From an optimization exercise on the open Yosys and OpenROAD flow, aimed at small area, a short achievable clock period and few clock cycles; shortcuts taken in it are not production practice. The RTL was checked by simulation tests, not by an equivalence proof against the original design. No activity file was given, so power comes from the tool's default toggle rates.

==> v34 <==
==> flow/design.v <==
module lcs_diff #(
    parameter N  = 16,
    parameter TW = 8
) (
    input  wire              clk,
    input  wire              rst,
    input  wire              cmd_valid,
    output wire              cmd_ready,
    input  wire [4:0]        a_len,
    input  wire [4:0]        b_len,
    input  wire [N*TW-1:0]   a_toks,
    input  wire [N*TW-1:0]   b_toks,
    output wire              out_valid,
    input  wire              out_ready,
    output wire [1:0]        out_op,
    output wire [3:0]        out_idx,
    output wire [4:0]        out_len
);
    localparam OP_REM  = 2'd0;
    localparam OP_ADD  = 2'd1;
    localparam OP_KEEP = 2'd2;
    localparam OP_END  = 2'd3;
    localparam E_IDLE = 3'd0;
    localparam E_W1   = 3'd1;
    localparam E_DP   = 3'd2;
    localparam E_TB   = 3'd3;
    localparam E_EMB  = 3'd4;
    localparam E_DONE = 3'd5;
    localparam P_UP1  = 2'd0;
    localparam P_DOWN = 2'd1;
    localparam P_UP2  = 2'd2;
    integer q;
    function [15:0] smear_dn(input [15:0] x);
        reg [15:0] y;
        begin
            y = x;
            y = y | (y >> 1);
            y = y | (y >> 2);
            y = y | (y >> 4);
            y = y | (y >> 8);
            smear_dn = y;
        end
    endfunction
    function [15:0] smear_up(input [15:0] x);
        reg [15:0] y;
        begin
            y = x;
            y = y | (y << 1);
            y = y | (y << 2);
            y = y | (y << 4);
            y = y | (y << 8);
            smear_up = y;
        end
    endfunction
    function [15:0] lowest(input [15:0] x);
        lowest = x & (~x + 16'd1);
    endfunction
    function [3:0] enc16(input [15:0] x);    
        begin
            enc16[0] = |(x & 16'haaaa);
            enc16[1] = |(x & 16'hcccc);
            enc16[2] = |(x & 16'hf0f0);
            enc16[3] = |(x & 16'hff00);
        end
    endfunction
    function [15:0] dp_row(input [15:0] v, input [15:0] mm);
        reg [15:0] u;
        begin
            u = v & mm;
            dp_row = (v + u) | (v & ~mm);
        end
    endfunction
    wire [TW-1:0] A [0:N-1];
    wire [TW-1:0] B [0:N-1];
    genvar g;
    generate
        for (g = 0; g < N; g = g + 1) begin : g_tok
            assign A[g] = a_toks[g*TW +: TW];
            assign B[g] = b_toks[g*TW +: TW];
        end
    endgenerate
    reg [2:0]    e_st;
    reg [2:0]    e_st_n;
    reg [4:0]    m_r, n_r;
    reg          o_r;            
    reg [2:0]    pm1;            
    reg [15:0]   nmask;
    reg [2:0]    ptr;            
    reg [1:0]    pst;
    reg [2:0]    ptr_d1, ptr_d2;
    reg [TW-1:0] asel0, asel1;
    reg          av0;
    reg [15:0]   M0, M1;         
    reg [15:0]   V;
    reg [15:0]   lifo [0:N-1];
    reg [15:0]   T, X, Y, ycol, GB;
    reg          fail;
    reg [4:0]    L;
    reg [15:0]   PA_e, QB_e, qthr;
    reg          w_free;
    reg [15:0]   w_PA, w_QB, w_X;
    reg [4:0]    w_i, w_j, w_m, w_n, w_L;
    reg          ov_r;
    reg [1:0]    op_r;
    reg [3:0]    idx_r;
    reg [4:0]    len_r;
    reg          crdy_r;
    assign cmd_ready = crdy_r;
    assign out_valid = ov_r;
    assign out_op    = op_r;
    assign out_idx   = idx_r;
    assign out_len   = len_r;
    wire handoff = cmd_valid & crdy_r;
    wire       o_cur = (e_st == E_IDLE) ? a_len[0] : o_r;
    wire [2:0] ptm1  = ptr - 3'd1;
    wire [TW-1:0] a_ev  = A[{ptr, 1'b0}];
    wire [TW-1:0] a_od  = A[{ptr, 1'b1}];
    wire [TW-1:0] a_odm = A[{ptm1, 1'b1}];
    wire [TW-1:0] sel1 = o_cur ? a_ev  : a_od;
    wire [TW-1:0] sel0 = o_cur ? a_odm : a_ev;
    wire          sv0  = !(o_cur && ptr == 3'd0);
    wire [4:0] m_cur   = (e_st == E_IDLE) ? a_len : m_r;
    wire [3:0] p_cur   = (m_cur + 5'd1) >> 1;
    wire [2:0] pm1_cur = p_cur[2:0] - 3'd1;
    reg  [2:0] ptr_n;
    reg  [1:0] pst_n;
    always @(*) begin
        ptr_n = ptr;
        pst_n = pst;
        if (e_st_n == E_IDLE) begin
            ptr_n = 3'd0;
            pst_n = P_UP1;
        end else begin
            case (pst)
            P_UP1:  if (ptr == pm1_cur) pst_n = P_DOWN; else ptr_n = ptr + 3'd1;
            P_DOWN: if (ptr == 3'd0)    pst_n = P_UP2;  else ptr_n = ptr - 3'd1;
            default: if (ptr != 3'd7) ptr_n = ptr + 3'd1;
            endcase
        end
    end
    reg [15:0] cmp0, cmp1;
    always @(*) begin
        for (q = 0; q < N; q = q + 1) begin
            cmp0[q] = (B[q] == asel0) & nmask[q] & av0;
            cmp1[q] = (B[q] == asel1) & nmask[q];
        end
    end
    wire [15:0] V1 = dp_row(V,  M0);
    wire [15:0] V2 = dp_row(V1, M1);
    wire [15:0] c1  = (M1 | lifo[0]) & T;
    wire [15:0] S1  = smear_dn(c1);
    wire [15:0] H1  = S1 & ~(S1 >> 1);
    wire        d1  = |(H1 & M1);
    wire [15:0] T1  = d1 ? (S1 >> 1) : S1;
    wire        f1  = d1 ? |(GB & ~S1) : |(M1 & ycol);
    wire [15:0] GB1 = d1 ? (M1 & (S1 >> 1)) : GB;
    wire [15:0] yc1 = d1 ? H1 : ycol;
    wire [15:0] c2  = (M0 | lifo[1]) & T1;
    wire [15:0] S2  = smear_dn(c2);
    wire [15:0] H2  = S2 & ~(S2 >> 1);
    wire        d2  = |(H2 & M0);
    wire [15:0] T2  = d2 ? (S2 >> 1) : S2;
    wire        f2  = d2 ? |(GB1 & ~S2) : |(M0 & yc1);
    wire [15:0] GB2 = d2 ? (M0 & (S2 >> 1)) : GB1;
    wire [15:0] yc2 = d2 ? H2 : yc1;
    wire [15:0] oh1 = 16'd1 << {ptr_d2, ~o_r};    
    wire [15:0] oh0 = oh1 >> 1;                   
    wire        tb_last   = (ptr_d2 == 3'd0);
    wire        tb_fail_n = fail | f1 | f2;
    wire        tb_pass   = !tb_fail_n && (GB2 == 16'd0);
    wire [15:0] ey1  = lowest(Y);
    wire [15:0] ey1b = lowest(Y & ~ey1);
    wire        h1   = |(M0 & ey1);
    wire [15:0] z1   = smear_up(M0 & qthr);
    wire [15:0] l1   = z1 & ~(z1 << 1);
    wire [15:0] qt1  = h1 ? (z1 << 1) : qthr;
    wire [15:0] ey2  = h1 ? ey1b : ey1;
    wire        h2   = |(M1 & ey2);
    wire [15:0] z2   = smear_up(M1 & qt1);
    wire [15:0] l2   = z2 & ~(z2 << 1);
    wire [15:0] qt2  = h2 ? (z2 << 1) : qt1;
    wire [15:0] Ye   = Y & ~(h1 ? ey1 : 16'd0) & ~(h2 ? ey2 : 16'd0);
    wire        emb_end = (ptr_d2 == pm1) || (Ye == 16'd0);
    always @(*) begin
        e_st_n = e_st;
        case (e_st)
        E_IDLE: if (cmd_valid)
                    e_st_n = (a_len == 5'd0 || b_len == 5'd0) ? E_DONE : E_W1;
        E_W1:   e_st_n = E_DP;
        E_DP:   if (ptr_d2 == pm1) e_st_n = E_TB;
        E_TB:   if (tb_last) e_st_n = tb_pass ? E_DONE : E_EMB;
        E_EMB:  if (emb_end) e_st_n = E_DONE;
        E_DONE: if (handoff) e_st_n = E_IDLE;
        default: e_st_n = E_IDLE;
        endcase
        if (!cmd_valid) e_st_n = E_IDLE;
    end
    always @(posedge clk) begin
        asel0  <= sel0;
        asel1  <= sel1;
        av0    <= sv0;
        M0     <= cmp0;
        M1     <= cmp1;
        ptr_d1 <= ptr;
        ptr_d2 <= ptr_d1;
        if (e_st == E_DP) begin
            lifo[0] <= ~V2;
            lifo[1] <= ~V1;
            for (q = 2; q < N; q = q + 1) lifo[q] <= lifo[q-2];
        end else begin
            for (q = 0; q < N - 2; q = q + 1) lifo[q] <= lifo[q+2];
        end
        case (e_st)
        E_IDLE: begin
            m_r   <= a_len;
            n_r   <= b_len;
            o_r   <= a_len[0];
            pm1   <= pm1_cur;
            nmask <= ~(16'hffff << b_len);
            V     <= 16'hffff;
            X     <= 16'd0;
            Y     <= 16'd0;
            L     <= 5'd0;
            fail  <= 1'b0;
            GB    <= 16'd0;
            ycol  <= 16'd0;
            PA_e  <= 16'd0;
            QB_e  <= 16'd0;
            qthr  <= 16'hffff;
        end
        E_W1: begin
            T <= nmask;
        end
        E_DP: begin
            V <= V2;
        end
        E_TB: begin
            T    <= T2;
            X    <= X | (d1 ? oh1 : 16'd0) | (d2 ? oh0 : 16'd0);
            Y    <= Y | (d1 ? H1 : 16'd0) | (d2 ? H2 : 16'd0);
            L    <= L + {4'd0, d1} + {4'd0, d2};
            fail <= tb_last ? !tb_pass : tb_fail_n;
            GB   <= GB2;
            ycol <= yc2;
        end
        E_EMB: begin
            PA_e <= PA_e | (h1 ? oh0 : 16'd0) | (h2 ? oh1 : 16'd0);
            QB_e <= QB_e | (h1 ? l1 : 16'd0) | (h2 ? l2 : 16'd0);
            qthr <= qt2;
            Y    <= Ye;
        end
        default: ;
        endcase
    end
    wire [15:0] f_PA = w_free ? (fail ? PA_e : X) : w_PA;
    wire [15:0] f_QB = w_free ? (fail ? QB_e : Y) : w_QB;
    wire [15:0] f_X  = w_free ? X   : w_X;
    wire [4:0]  f_i  = w_free ? 5'd0 : w_i;
    wire [4:0]  f_j  = w_free ? 5'd0 : w_j;
    wire [4:0]  f_m  = w_free ? m_r : w_m;
    wire [4:0]  f_n  = w_free ? n_r : w_n;
    wire [4:0]  f_L  = w_free ? L   : w_L;
    wire        pa_i = f_PA[f_i[3:0]];
    wire        qb_j = f_QB[f_j[3:0]];
    wire [15:0] xlo  = lowest(f_X);
    reg  [1:0]  r_op;
    reg  [3:0]  r_idx;
    always @(*) begin
        if (f_X != 16'd0) begin
            if (!pa_i)      begin r_op = OP_REM;  r_idx = f_i[3:0]; end
            else if (!qb_j) begin r_op = OP_ADD;  r_idx = f_j[3:0]; end
            else            begin r_op = OP_KEEP; r_idx = enc16(xlo); end
        end else if (f_i < f_m) begin r_op = OP_REM; r_idx = f_i[3:0]; end
        else if (f_j < f_n)     begin r_op = OP_ADD; r_idx = f_j[3:0]; end
        else                    begin r_op = OP_END; r_idx = 4'd0; end
    end
    wire        adv_i = (r_op == OP_REM) || (r_op == OP_KEEP);
    wire        adv_j = (r_op == OP_ADD) || (r_op == OP_KEEP);
    wire load_out = !ov_r || out_ready;
    wire gen      = w_free ? handoff : 1'b1;
    reg  w_free_n;
    always @(*) begin
        w_free_n = w_free;
        if (load_out && gen) w_free_n = (r_op == OP_END);
        else if (handoff)    w_free_n = 1'b0;
    end
    always @(posedge clk) begin
        if (w_free || (load_out && gen)) begin
            w_PA <= f_PA;
            w_QB <= f_QB;
            w_m  <= f_m;
            w_n  <= f_n;
            w_L  <= f_L;
        end
        if (load_out && gen) begin
            w_i <= f_i + {4'd0, adv_i};
            w_j <= f_j + {4'd0, adv_j};
            w_X <= (r_op == OP_KEEP) ? (f_X & ~xlo) : f_X;
        end else if (w_free) begin
            w_i <= 5'd0;
            w_j <= 5'd0;
            w_X <= X;
        end
        if (load_out) begin
            op_r  <= r_op;
            idx_r <= r_idx;
            len_r <= f_L;
        end
        if (rst) begin
            e_st   <= E_IDLE;
            ptr    <= 3'd0;
            pst    <= P_UP1;
            w_free <= 1'b1;
            ov_r   <= 1'b0;
            crdy_r <= 1'b0;
        end else begin
            e_st   <= e_st_n;
            ptr    <= ptr_n;
            pst    <= pst_n;
            w_free <= w_free_n;
            if (load_out) ov_r <= gen;
            crdy_r <= (e_st_n == E_DONE) && w_free_n;
        end
    end
endmodule
==> flow/run.sh <==
#!/bin/bash
# synth_recipe.tcl (not shown) runs the flow's synth.tcl, then flattens the netlist and writes it again
# the make line also repeats each setting of config.mk as NAME=value (left out here)
make -C /OpenROAD-flow-scripts/flow DESIGN_CONFIG=/design/flow/config.mk WORK_HOME=/design/flow/orfs CLKGATE_MAP_FILE= SYNTH_SCRIPT=/design/flow/synth_recipe.tcl finish
==> flow/config.mk <==
export PLATFORM = sky130hd
export DESIGN_NAME = lcs_diff
export DESIGN_NICKNAME = lcs_diff
export VERILOG_FILES = /design/flow/design.v
export SDC_FILE = /design/flow/constraint.sdc
export NUM_CORES = 4
export LEC_CHECK = 0
export CAP_MARGIN = 30
export CORE_MARGIN = 2
export CORE_UTILIZATION = 40
export SLEW_MARGIN = 40
==> flow/constraint.sdc <==
create_clock -name core_clock -period 11.0 [get_ports {clk}]
set_input_delay 2.2000 -clock core_clock [delete_from_list [all_inputs] [get_ports {clk}]]
set_output_delay 2.2000 -clock core_clock [all_outputs]
set_load 0.01 [all_outputs]
==> v9 (differences from v34) <==
ABC_CLOCK_PERIOD_IN_PS = 3000   (was not set)
SETUP_SLACK_MARGIN = 5   (was not set)
==> impl_metrics.yaml <==
route:
  viasPerCell: 5.84
  vias: 29623
  dr_wl_met2_microns: 50800
timing:
  fin_skew_ps: 34.8
worst_setup_path:
  worstPathArrival_ps: 6150
  cp_top_family: "compound AO/OA/AOI/OAI gates"
  critPathLaunch: "M1[5]"
final_layout:
  nets: 4249
  buffers_excl_clock: 350
  drive_above_1_share_pct: 7.29
cts:
  cts_resized: 10
outcome:
  status: "complete, no violations"
grt:
  grt_pass1_vias: 28210
That was v9.
==> impl_metrics.yaml <==
final_layout:
  nets: 4244
  buffers_excl_clock: 347
  drive_above_1_share_pct: 6.95
route:
  vias: 29593
  viasPerCell: 5.84
  dr_wl_met2_microns: 50500
outcome:
  status: "complete, no violations"
worst_setup_path:
  cp_top_family: "simple AND/OR/NAND/NOR gates"
  worstPathArrival_ps: 7370
  critPathLaunch: "M1[13]"
grt:
  grt_pass1_vias: 28111
power:
  p_sw_share_pct: 32.2
timing:
  fin_skew_ps: 32.1
cts:
  cts_resized: 0
That was v34.
Testbench counts of v34, summed over its fixed seeds: cycles 7,513.
Testbench counts of v9, summed over its fixed seeds: cycles 7,513.

## static timing again, ports no longer ideal
The flow's constraints put no driver on any port. The routed layouts listed below were extracted and timed again, unchanged, in two steps.
Step 1 assumes that a clkbuf_16 drives the clock port and a buf_2 every other input.
Step 2 times the ports against the registers' clock, not the clock port: input delays grow and output delays shrink by t, the midpoint of the rising clock arrivals with the driver on.
a / b / c = no drivers / after step 1 / after step 2; a / b = the first two.
run | t, ns | setup WS [ns] | worst setup path at the end | worst register clock-pin slew, ns
v34 | 0.659 | 3.994 / 3.994 / 3.994 | register to register | 0.07 / 0.07
v9 | 0.661 | 5.220 / 5.220 / 5.220 | register to register | 0.07 / 0.07
After both steps setup and hold are still met in every run listed.
